This is an optimization exercise on Yosys and OpenROAD, whose aim is small area, a short achievable clock period and few clock cycles, not a production implementation.
Only simulation tests tie the RTL to the original design; equivalence was not proved.

==> ember <==
==> flow/design.v (excerpt) <==
module pmark_codec #(
    parameter CAP = 256                 
) (
    input  wire       clk,
    input  wire       rst,              
    input  wire       cmd_valid,
    input  wire [7:0] cmd_data,
    output wire       cmd_ready,
    input  wire       raw_valid,
    input  wire [7:0] raw_data,
    output wire       raw_ready,
    output wire       rsp_valid,
    output wire [7:0] rsp_data,
    input  wire       rsp_ready,
    output wire       tx_valid,
    output wire [8:0] tx_char,
    input  wire       tx_ready,
    output wire [8:0] b0_len,
    output wire [8:0] b1_len,
    output wire [1:0] rx_phase,
    output wire       rx_marked,
    output wire       rx_escaped,
    output wire       rx_done,
    output wire [7:0] rx_err,
    output wire [8:0] rx_explen,
    output wire [1:0] pmode
);
==> flow/config.mk <==
export PLATFORM = sky130hd
export DESIGN_NAME = pmark_codec
export DESIGN_NICKNAME = pmark_codec
export VERILOG_FILES = /design/flow/design.v
export SDC_FILE = /design/flow/constraint.sdc
export NUM_CORES = 4
export LEC_CHECK = 0
export CAP_MARGIN = 20
export CORE_MARGIN = 2
export CORE_UTILIZATION = 45
export CTS_BUF_LIST = sky130_fd_sc_hd__clkbuf_16
export CTS_CLUSTER_DIAMETER = 90
export CTS_CLUSTER_SIZE = 28
export PLACE_DENSITY = 0.6
export SETUP_SLACK_MARGIN = 5
export SLEW_MARGIN = 20
==> flow/constraint.sdc <==
create_clock -name core_clock -period 11.0 [get_ports {clk}]
set_input_delay 2.2000 -clock core_clock [delete_from_list [all_inputs] [get_ports {clk}]]
set_output_delay 2.2000 -clock core_clock [all_outputs]
set_load 0.01 [all_outputs]
run.sh (not shown) runs the stock make flow with config.mk's settings and CLKGATE_MAP_FILE= SYNTH_SCRIPT=/design/flow/synth_recipe.tcl, a recipe that flattens the netlist after the stock synthesis.
==> inputs of raven, as changes to ember <==
--- a/flow/design.v
+++ b/flow/design.v
@@ -27,15 +27,15 @@
 );
     localparam RL = 248;                
     localparam QN = 16;                 
     localparam NT = 31;                 
     localparam PH_IDLE = 2'd0, PH_ACTIVE = 2'd1, PH_FAILED = 2'd2;
     localparam PM_UNKNOWN = 2'd0, PM_MARK = 2'd1, PM_SPACE = 2'd2;
     localparam L_KEEP = 3'd0, L_INC = 3'd1, L_SET0 = 3'd2, L_SET4 = 3'd3, L_SET6 = 3'd4, L_SETX = 3'd5;
-    localparam X_OP = 3'd0, X_ARG = 3'd1, X_PAY = 3'd2, X_HEX = 3'd3, X_EQ = 3'd4;
+    localparam X_OP = 5'b00001, X_ARG = 5'b00010, X_PAY = 5'b00100, X_HEX = 5'b01000, X_EQ = 5'b10000;
     function [7:0] addm;
         input [7:0] v;
         input [3:0] k;
         reg   [8:0] t;
         begin
             t    = {1'b0, v} + {5'd0, k};
             addm = (t >= 9'd248) ? (t - 9'd248) : t[7:0];
@@ -44,14 +44,20 @@
     function [7:0] subm;
         input [7:0] v;
         input [3:0] k;
         begin
             subm = (v >= {4'd0, k}) ? (v - {4'd0, k}) : (v + 8'd248 - {4'd0, k});
         end
     endfunction
+    function [7:0] dec8;
+        input [2:0] v;
+        begin
+            dec8 = 8'd1 << v;
+        end
+    endfunction
     function [7:0] hexch;
         input [3:0] n;
         begin
             hexch = (n < 4'd10) ? (8'h30 + {4'd0, n}) : (8'h37 + {4'd0, n});
         end
     endfunction
     function [2:0] nargs;
@@ -115,31 +121,31 @@
     wire      in_take = in_rdy && (cmd_valid || raw_valid);
     wire [8:0] in_byte = cmd_valid ? {1'b0, cmd_data} : {1'b1, raw_data};
     wire [12:0] in_dec = pdec(in_byte[7:0]);
     wire      hv = (fcnt != 2'd0);
     wire      hr = f0[8];
     wire [7:0] hd = f0[7:0];
     reg [8:0] q [0:QN-1];                  
-    reg [4:0] qcnt;
     reg [4:0] bar_ok;                   
     reg       tx_busy, tx_s, tx_v;
     reg [8:0] tx_c;
     reg [8:0] tx_len, tx_idx;
     reg [7:0] tslot;
     wire      tx_busy_n;
     wire      tx_end;                   
-    reg [2:0]  xst;
+    reg [4:0]  xst;
     reg [7:0]  op;
     reg [1:0]  argk;
     reg [23:0] arg;
     reg [15:0] pcnt;
     reg        aok;
     reg [8:0]  xi;
     reg [7:0]  xslot;
     reg [1:0]  alast;                   
+    reg        arg0z, arg0z_n;          
     reg        o_app, o_appb, o_seti, o_ctl;
     reg        pone;                    
     reg [7:0]  hb;                      
     reg        hb_v, hfirst, hlast;     
     reg        hlast_f;                 
     reg        eqv, eqm;                
     reg  [NT-1:0] rsel;                 
@@ -173,21 +179,21 @@
     wire txh1 = tx_busy &&  tx_s;
     reg        take;
     reg [2:0]  push_n;
     reg [7:0]  pb0, pb1, pb2, pb3, pb4;
     reg        pbar;
     reg        tx_start;
     reg        aw_en, aw_b, aw_islo;
-    reg [8:0]  aw_idx;
+    reg [7:0]  aw_oh;                   
     reg [7:0]  aw_d;
     reg [4:0]  aw_tap;
     reg        seti_en, ctl_en, wide_b;
     reg [31:0] seti_d;
     reg [7:0]  ctl_sp;
-    reg [2:0]  xst_n;
+    reg [4:0]  xst_n;
     reg [7:0]  op_n;
     reg [1:0]  argk_n;
     reg [23:0] arg_n;
     reg [15:0] pcnt_n;
     reg        aok_n;
     reg [8:0]  xi_n;
     reg [7:0]  xslot_n;
@@ -214,32 +220,32 @@
     integer    k;
     always @(*) begin
         take = 1'b0;
         push_n = 3'd0;
         pb0 = 8'h00; pb1 = 8'h00; pb2 = 8'h00; pb3 = 8'h00; pb4 = 8'h00;
         pbar = 1'b0;
         tx_start = 1'b0;
-        aw_en = 1'b0; aw_b = 1'b0; aw_idx = 9'd0; aw_d = 8'h00; aw_tap = 5'd0; aw_islo = 1'b0;
+        aw_en = 1'b0; aw_b = 1'b0; aw_oh = 8'd0; aw_d = 8'h00; aw_tap = 5'd0; aw_islo = 1'b0;
         seti_en = 1'b0; ctl_en = 1'b0; wide_b = 1'b0;
         seti_d = {hd, arg};
         ctl_sp = hd;
         xst_n = xst; op_n = op; argk_n = argk; arg_n = arg; pcnt_n = pcnt;
         aok_n = aok; xi_n = xi; xslot_n = addm(xslot, 4'd1);
         lop0 = L_KEEP; lop1 = L_KEEP; phase_n = phase;
         marked_n = marked; escaped_n = escaped; explen_n = explen; err_n = err;
         sp0_n = sp0; sp1_n = sp1; ls0_n = ls0; ls1_n = ls1;
         hb_n = hb; hb_v_n = hb_v; hfirst_n = hfirst; hlast_n = hlast; hlast_f_n = hlast_f;
         eqv_n = eqv; eqm_n = eqm; hpush = 1'b0;
         alast_n = alast; o_app_n = o_app; o_appb_n = o_appb; o_seti_n = o_seti; o_ctl_n = o_ctl;
-        pone_n = pone; xlt8_n = xlt8; x3_n = x3;
+        pone_n = pone; xlt8_n = xlt8; x3_n = x3; arg0z_n = arg0z;
         cap_len_n = cap_len; cap_h3_n = cap_h3; sf_llt8_n = sf_llt8; sf_lf_n = sf_lf; sf_own_n = sf_own;
         byte_v = 8'h00; byte_ok = 1'b0; hcnt = 10'd0;
         nn = {hd, arg[7:0]};
-        case (xst)
-        X_OP: if (hv) begin
+        case (1'b1)
+        xst[0]: if (hv) begin
             if (hr) begin
                 if (phase != PH_ACTIVE) begin
                     if (sp1ok) begin take = 1'b1; push_n = 3'd1; pb0 = 8'hF2; end
                 end else if (escaped && !g0[11] && !g0[12]) begin
                     if (sp1ok) begin
                         take = 1'b1; push_n = 3'd1; pb0 = 8'h20;
                         phase_n = PH_FAILED; err_n = 8'h20;
@@ -266,15 +272,15 @@
                     if (sp1ok) begin
                         take = 1'b1; push_n = 3'd1; pb0 = 8'h23;
                         phase_n = PH_FAILED; err_n = 8'h23; escaped_n = 1'b0;
                     end
                 end else begin
                     if (sp1ok && !txh1 && (llt81 || lslot1[2:0] == 3'd7)) begin
                         take = 1'b1; push_n = 3'd1; pb0 = 8'h00; escaped_n = 1'b0;
-                        aw_en = 1'b1; aw_b = 1'b1; aw_idx = len1; aw_d = hd; aw_islo = llt81;
+                        aw_en = 1'b1; aw_b = 1'b1; aw_oh = dec8(len1[2:0]); aw_d = hd; aw_islo = llt81;
                         aw_tap = addm(lslot1, 4'd1) >> 3;
                         lop1 = L_INC;
                         sp1_n = sp1 + ls1; ls1_n = hd;
                     end
                 end
             end else if (g0[0]) begin
                 take = 1'b1; op_n = hd; argk_n = 2'd0; xst_n = X_ARG;
@@ -368,23 +374,24 @@
                 end
                 default: begin
                     if (sp1ok) begin take = 1'b1; push_n = 3'd1; pb0 = 8'hF0; end
                 end
                 endcase
             end
         end
-        X_ARG: if (hv) begin
+        xst[1]: if (hv) begin
             if (argk != alast) begin
                 take = 1'b1;
                 arg_n[8*argk +: 8] = hd;
                 argk_n = argk + 2'd1;
+                if (argk == 2'd0) arg0z_n = g0[11];
             end else begin
                 case (1'b1)
                 o_app: begin  
-                    if (nn == 16'd0) begin
+                    if (g0[11] && arg0z) begin
                         if (sp1ok) begin
                             take = 1'b1; push_n = 3'd1; xst_n = X_OP;
                             pb0 = sf_own ? 8'hF3 : 8'h00;
                         end
                     end else begin
                         take = 1'b1; xst_n = X_PAY; pcnt_n = nn; pone_n = (nn == 16'd1);
                         aok_n = !sf_own && (nn <= (16'd256 - {7'd0, cap_len}));
@@ -396,15 +403,15 @@
                     if (sf_own) begin
                         if (sp1ok) begin take = 1'b1; push_n = 3'd1; pb0 = 8'hF3; xst_n = X_OP; end
                     end else if (sf_lf) begin
                         if (sp1ok) begin take = 1'b1; push_n = 3'd1; pb0 = 8'h01; xst_n = X_OP; end
                     end else if (sp1ok && !txhs &&
                                  (sf_llt8 || sf_lal)) begin
                         take = 1'b1; push_n = 3'd1; pb0 = 8'h00; xst_n = X_OP;
-                        aw_en = 1'b1; aw_b = s; aw_idx = cap_len; aw_d = hd; aw_islo = sf_llt8;
+                        aw_en = 1'b1; aw_b = s; aw_oh = dec8(cap_len[2:0]); aw_d = hd; aw_islo = sf_llt8;
                         aw_tap = addm(s ? lslot1 : lslot0, 4'd1) >> 3;
                         if (s) begin
                             lop1 = L_INC;
                             sp1_n = sp1 + ls1; ls1_n = hd;
                         end else begin
                             lop0 = L_INC;
                             sp0_n = sp0 + ls0; ls0_n = hd;
@@ -453,38 +460,38 @@
                             explen_n = nn[8:0]; err_n = 8'h00; phase_n = PH_ACTIVE;
                         end
                     end
                 end
                 endcase
             end
         end
-        X_PAY: if (hv) begin
+        xst[2]: if (hv) begin
             if (!aok) begin
                 if (!pone || sp1ok) begin
                     take = 1'b1; pcnt_n = pcnt - 16'd1; pone_n = (pcnt == 16'd2);
                     if (pone) begin
                         push_n = 3'd1; pb0 = sf_own ? 8'hF3 : 8'h01; xst_n = X_OP;
                     end
                 end
             end else if ((!pone || sp1ok) && !txhs &&
                          (xlt8 || xslot[2:0] == 3'd7)) begin
                 take = 1'b1; pcnt_n = pcnt - 16'd1; pone_n = (pcnt == 16'd2);
-                aw_en = 1'b1; aw_b = s; aw_idx = xi; aw_d = hd; aw_islo = xlt8; x3_n = x3 + 10'd3; aw_tap = addm(xslot, 4'd1) >> 3;
+                aw_en = 1'b1; aw_b = s; aw_oh = dec8(xi[2:0]); aw_d = hd; aw_islo = xlt8; x3_n = x3 + 10'd3; aw_tap = addm(xslot, 4'd1) >> 3;
                 xi_n = xi + 9'd1; xlt8_n = (xi < 9'd7);
                 xslot_n = xslot;
                 if (s) begin sp1_n = sp1 + ls1; ls1_n = hd; end
                 else   begin sp0_n = sp0 + ls0; ls0_n = hd; end
                 if (pone) begin
                     push_n = 3'd1; pb0 = 8'h00; xst_n = X_OP;
                     if (s) lop1 = L_SETX;
                     else   lop0 = L_SETX;
                 end
             end
         end
-        X_HEX: begin
+        xst[3]: begin
             hpush = hb_v && sp3ok;
             if (hpush) begin
                 if (hfirst) begin
                     push_n = 3'd2; pb0 = hexch(hb[7:4]); pb1 = hexch(hb[3:0]);
                 end else begin
                     push_n = 3'd3; pb0 = 8'h20; pb1 = hexch(hb[7:4]); pb2 = hexch(hb[3:0]);
                 end
@@ -500,15 +507,15 @@
             if ((!hb_v || hpush) && !hlast_f && byte_ok) begin
                 hb_n = byte_v; hb_v_n = 1'b1;
                 hlast_n = (xi + 9'd1 == cap_len); hlast_f_n = (xi + 9'd1 == cap_len);
                 xi_n = xi + 9'd1; xlt8_n = (xi < 9'd7);
                 xslot_n = xslot;
             end
         end
-        X_EQ: begin
+        xst[4]: begin
             if (eqv && (eqm || hlast)) begin
                 if (sp2ok) begin
                     push_n = 3'd2; pb0 = 8'h00; pb1 = eqm ? 8'h00 : 8'h01; xst_n = X_OP;
                 end
             end else begin
                 eqv_n = 1'b0;
                 if (!hlast_f && !tx_busy && xslot[2:0] == 3'd0) begin
@@ -553,57 +560,64 @@
             end
         end
         for (g = 0; g < 8; g = g + 1) begin : LOW
             always @(posedge clk) begin
                 if (seti_en && !wide_b && g < 4)       lo0[8*g +: 8] <= seti_d[8*(g % 4) +: 8];
                 else if (ctl_en && !wide_b && g < 6)   lo0[8*g +: 8] <= (g < 3) ? ((g == 0) ? 8'h87 : (g == 1) ? 8'h09 : 8'h03)
                                                                    : (g < 5) ? ctl_sp : (8'h93 + {ctl_sp[6:0], 1'b0});
-                else if (aw_lo && !aw_b && aw_idx[2:0] == g) lo0[8*g +: 8] <= aw_d;
+                else if (aw_lo && !aw_b && aw_oh[g]) lo0[8*g +: 8] <= aw_d;
                 if (seti_en && wide_b && g < 4)        lo1[8*g +: 8] <= seti_d[8*(g % 4) +: 8];
                 else if (ctl_en && wide_b && g < 6)    lo1[8*g +: 8] <= (g < 3) ? ((g == 0) ? 8'h87 : (g == 1) ? 8'h09 : 8'h03)
                                                                    : (g < 5) ? ctl_sp : (8'h93 + {ctl_sp[6:0], 1'b0});
-                else if (aw_lo && aw_b && aw_idx[2:0] == g)  lo1[8*g +: 8] <= aw_d;
+                else if (aw_lo && aw_b && aw_oh[g])  lo1[8*g +: 8] <= aw_d;
             end
         end
     endgenerate
-    wire       qv   = (qcnt != 5'd0);
+    wire       qv   = qth[1];
     wire       pop  = rsp_valid && rsp_ready;
     reg        rsp_v_r;
-    wire [4:0] qcnt_pp = qcnt + {2'b0, push_n};
     wire [QN+5:1] qth_w  = {qth, 5'b11111} << push_n;
     wire [QN:1]   qth_pp = qth_w[QN+5:6];
-    wire       q0bar_n = pop ? ((qcnt >= 5'd2) ? q[1][8] : pbar) : (qv ? q[0][8] : pbar);
-    wire       qv_n    = (qcnt >= 5'd2) || (qv && !pop) || (push_n != 3'd0);
+    wire       q0bar_n = pop ? (qth[2] ? q[1][8] : pbar) : (qv ? q[0][8] : pbar);
+    wire       qv_n    = qth[2] || (qv && !pop) || (push_n != 3'd0);
     wire [4:0] bar_ok_n = bar_ok + {4'd0, tx_end} - {4'd0, pop && q[0][8]};
-    wire       rv_n    = qv_n && !(q0bar_n && bar_ok_n == 5'd0);
+    wire       bz      = (bar_ok == 5'd0);
+    wire       b1      = (bar_ok == 5'd1);
+    wire       bzn     = !tx_end && (bz || (b1 && pop && q[0][8]));    
+    wire       rv_n    = qv_n && !(q0bar_n && bzn);
     assign rsp_valid = rsp_v_r;
     assign rsp_data  = q[0][7:0];
-    function [8:0] psel;
-        input [4:0] kk;
-        input [7:0] b0, b1, b2, b3, b4;
-        input       bar;
-        begin
-            case (kk)
-                5'd0: psel = {bar, b0};
-                5'd1: psel = {1'b0, b1};
-                5'd2: psel = {1'b0, b2};
-                5'd3: psel = {1'b0, b3};
-                default: psel = {1'b0, b4};
-            endcase
+    wire [QN+1:0] qthx = {1'b0, qth, 1'b1};    
+    wire [QN:0]   qe   = qthx[QN:0] & ~qthx[QN+1:1];
+    wire [8:0]    pbv [0:4];
+    assign pbv[0] = {pbar, pb0};
+    assign pbv[1] = {1'b0, pb1};
+    assign pbv[2] = {1'b0, pb2};
+    assign pbv[3] = {1'b0, pb3};
+    assign pbv[4] = {1'b0, pb4};
+    reg [8:0] qa [0:QN-1];
+    reg [8:0] qb [0:QN-1];
+    integer i, j;
+    always @(*) begin
+        for (i = 0; i < QN; i = i + 1) begin
+            qa[i] = 9'd0;
+            qb[i] = 9'd0;
+            for (j = 0; j < 5; j = j + 1) begin
+                if (i - j >= 0)     qa[i] = qa[i] | (pbv[j] & {9{qe[i - j]}});
+                if (i + 1 - j >= 1) qb[i] = qb[i] | (pbv[j] & {9{qe[i + 1 - j]}});
+            end
         end
-    endfunction
-    wire [4:0] qcm1 = qcnt - 5'd1;
-    integer i;
+    end
     always @(posedge clk) begin
         for (i = 0; i < QN; i = i + 1) begin
             if (pop) begin
-                if (i < qcm1) q[i] <= q[(i + 1) % QN];
-                else          q[i] <= psel(i - qcm1, pb0, pb1, pb2, pb3, pb4, pbar);
+                if (qthx[i + 2]) q[i] <= q[(i + 1) % QN];
+                else             q[i] <= qb[i];
             end else begin
-                if (i >= qcnt) q[i] <= psel(i - qcnt, pb0, pb1, pb2, pb3, pb4, pbar);
+                if (!qthx[i + 1]) q[i] <= qa[i];
             end
         end
     end
     wire tx_take = tx_v && tx_ready;
     wire tx_more = (tx_idx != tx_len);
     wire [7:0] tx_rb = (tx_idx < 9'd8) ? (tx_s ? lo1[8*tx_idx[2:0] +: 8] : lo0[8*tx_idx[2:0] +: 8])
                                        : (tx_s ? rrd1 : rrd0);
@@ -629,15 +643,14 @@
                            tx_end   ? oh_x :
                            tx_load  ? oh_t0 : oh_t1;
     wire [7:0] tslot_n   = tx_start ? tslot_st : (tx_load ? tslot : tslot_p1);
     always @(posedge clk) begin
         if (rst) begin
             fcnt     <= 2'd0;
             in_rdy   <= 1'b1;
-            qcnt     <= 5'd0;
             qth      <= {QN{1'b0}};
             rsp_v_r  <= 1'b0;
             bar_ok   <= 5'd0;
             tx_busy  <= 1'b0;
             tx_v     <= 1'b0;
             tx_s     <= 1'b0;
             tx_c     <= 9'd0;
@@ -664,14 +677,15 @@
             hfirst   <= 1'b0;
             hlast    <= 1'b0;
             hlast_f  <= 1'b0;
             eqv      <= 1'b0;
             eqm      <= 1'b0;
             xlt8     <= 1'b0;
             x3       <= 10'd0;
+            arg0z    <= 1'b0;
             cap_len  <= 9'd0;
             cap_h3   <= 10'd0;
             sf_llt8  <= 1'b0;
             sf_lf    <= 1'b0;
             sf_own   <= 1'b0;
             sf_lal   <= 1'b0;
             txhs     <= 1'b0;
@@ -704,15 +718,14 @@
                 end
                 2'b11: begin
                     if (fcnt == 2'd1) begin f0 <= in_byte; g0 <= in_dec; end
                     else begin f0 <= f1; g0 <= g1; f1 <= in_byte; g1 <= in_dec; end
                 end
                 default: ;
             endcase
-            qcnt <= pop ? qcnt_pp - 5'd1 : qcnt_pp;
             qth  <= pop ? (qth_pp >> 1) : qth_pp;
             rsp_v_r <= rv_n;
             bar_ok <= bar_ok_n;
             xst    <= xst_n;
             op     <= op_n;
             argk   <= argk_n;
             arg    <= arg_n;
@@ -740,14 +753,15 @@
             err    <= err_n;
             sp0    <= sp0_n;
             sp1    <= sp1_n;
             ls0    <= ls0_n;
             ls1    <= ls1_n;
             xlt8   <= xlt8_n;
             x3     <= x3_n;
+            arg0z  <= arg0z_n;
             cap_len <= cap_len_n;
             cap_h3 <= cap_h3_n;
             sf_llt8 <= sf_llt8_n;
             sf_lf  <= sf_lf_n;
             sf_own <= sf_own_n;
             sf_lal <= ((op_n[0] ? lslot1[2:0] : lslot0[2:0]) == 3'd6);
             txhs   <= tx_busy_n && ((tx_start ? hs : tx_s) == op_n[0]);
==> flow/flow/run.sh (new file) <==
#!/bin/bash
set -euo pipefail
bash standard.sh SETUP_SLACK_MARGIN=7.5 TNS_END_PERCENT=100 finish > flow_standard.log 2>&1
==> flow/standard.sh (new file) <==
#!/bin/bash
# synth_recipe.tcl (not shown) runs the flow's synth.tcl, then flattens the netlist and writes it again
# the make line also repeats each setting of config.mk as NAME=value (left out here)
make -C /OpenROAD-flow-scripts/flow DESIGN_CONFIG=/design/flow/config.mk WORK_HOME=/design/flow/orfs CLKGATE_MAP_FILE= SYNTH_SCRIPT=/design/flow/synth_recipe.tcl "${@:-finish}"
- CTS_CLUSTER_SIZE: 28 -> 26
- SETUP_SLACK_MARGIN: 5 -> not set
- TNS_END_PERCENT: not set -> 100
removed: flow/run.sh
==> run summary <==
Placement Cell Area: raven 139500 sq um; ember 146300 sq um
Multi-input logic area: raven 38300 sq um; ember 42300 sq um
Synthesized-area fraction occupied by and/or/nand/nor cells: raven 6.708%; ember 7.864%
Met1 layer wirelength in the final routing: raven 177.5 mm; ember 208.6 mm
Multi-input gates: raven 5077; ember 5973
Setup Skew: raven 0.1255 ns; ember 0.07129 ns
Die height: raven 549.0 um; ember 563.8 um
TritonCTS Buffers: raven 217; ember 218
Count of non-CTS inverters in the layout: raven 165; ember 157
Min Hold Slack: raven 0.2162 ns; ember 0.2666 ns
Clock buffer count in the final layout: raven 219; ember 222
DRC marker count from the first detailed-route iteration: raven 8663; ember 11661
Number of cell instances on the worst register-to-register path: raven 10; ember 13
Compound-cell area share of the yosys netlist: raven 9.776%; ember 12.07%
Number of cells upsized or downsized after cts: raven 670; ember 0
Number of instances in the synthesized netlist: raven 10462; ember 11448
Proportion of cell area occupied by multi-input gates: raven 25.65%; ember 27.69%
Result of the run: raven finished clean; ember finished clean
Sequential fraction of total cell area: raven 63.55%; ember 62.64%
Synth cell types: raven 95; ember 122
Category of the most critical setup path: raven reg -> out; ember reg -> reg
Layout Area Growth over Synthesis: raven 11.71%; ember 8.325%
Min setup slack post-route: raven 7.212 ns; ember 5.133 ns
Combined global-route utilization of all metal layers: raven 26.44%; ember 29.43%
Initial antenna violation count: raven 29; ember 37
Beginning of the worst register-to-register path: raven fcnt[1]; ember qcnt[1]
Testbench counts of ember, summed over its fixed seeds: cycles 10,898.
Testbench counts of raven, summed over its fixed seeds: cycles 10,898.

==> re-timing with driven ports <==
No port has a modelled driver above. Below, the same layouts with a new extraction and two added sets of constraints. Step 1, drivers: a clkbuf_16 drives clk and a buf_2 each remaining input, both assumed. Step 2 also shifts input and output timing later by t, the mid clock arrival at the registers, as if the neighbouring blocks saw the same clock. Slacks: no drivers / after step 1 / after step 2; pairs: no drivers / after step 1.
| run | shift t [ns] | setup slack, ns | worst register clock-pin slew, ns | worst slew at a driven data input, ns | cell pins on the clock port's net |
|---|---|---|---|---|---|
| ember | 0.991 | 5.133 / 5.133 / 5.133 | 0.11 / 0.11 | 0.06 | 1 |
| raven | 1.014 | 7.212 / 7.103 / 6.549 | 0.11 / 0.11 | 0.15 | 1 |
After both steps setup and hold are still met in every run listed. For raven, which loses most, drivers alone change the setup slack by -0.109 ns; drivers and shift together by -0.663 ns.
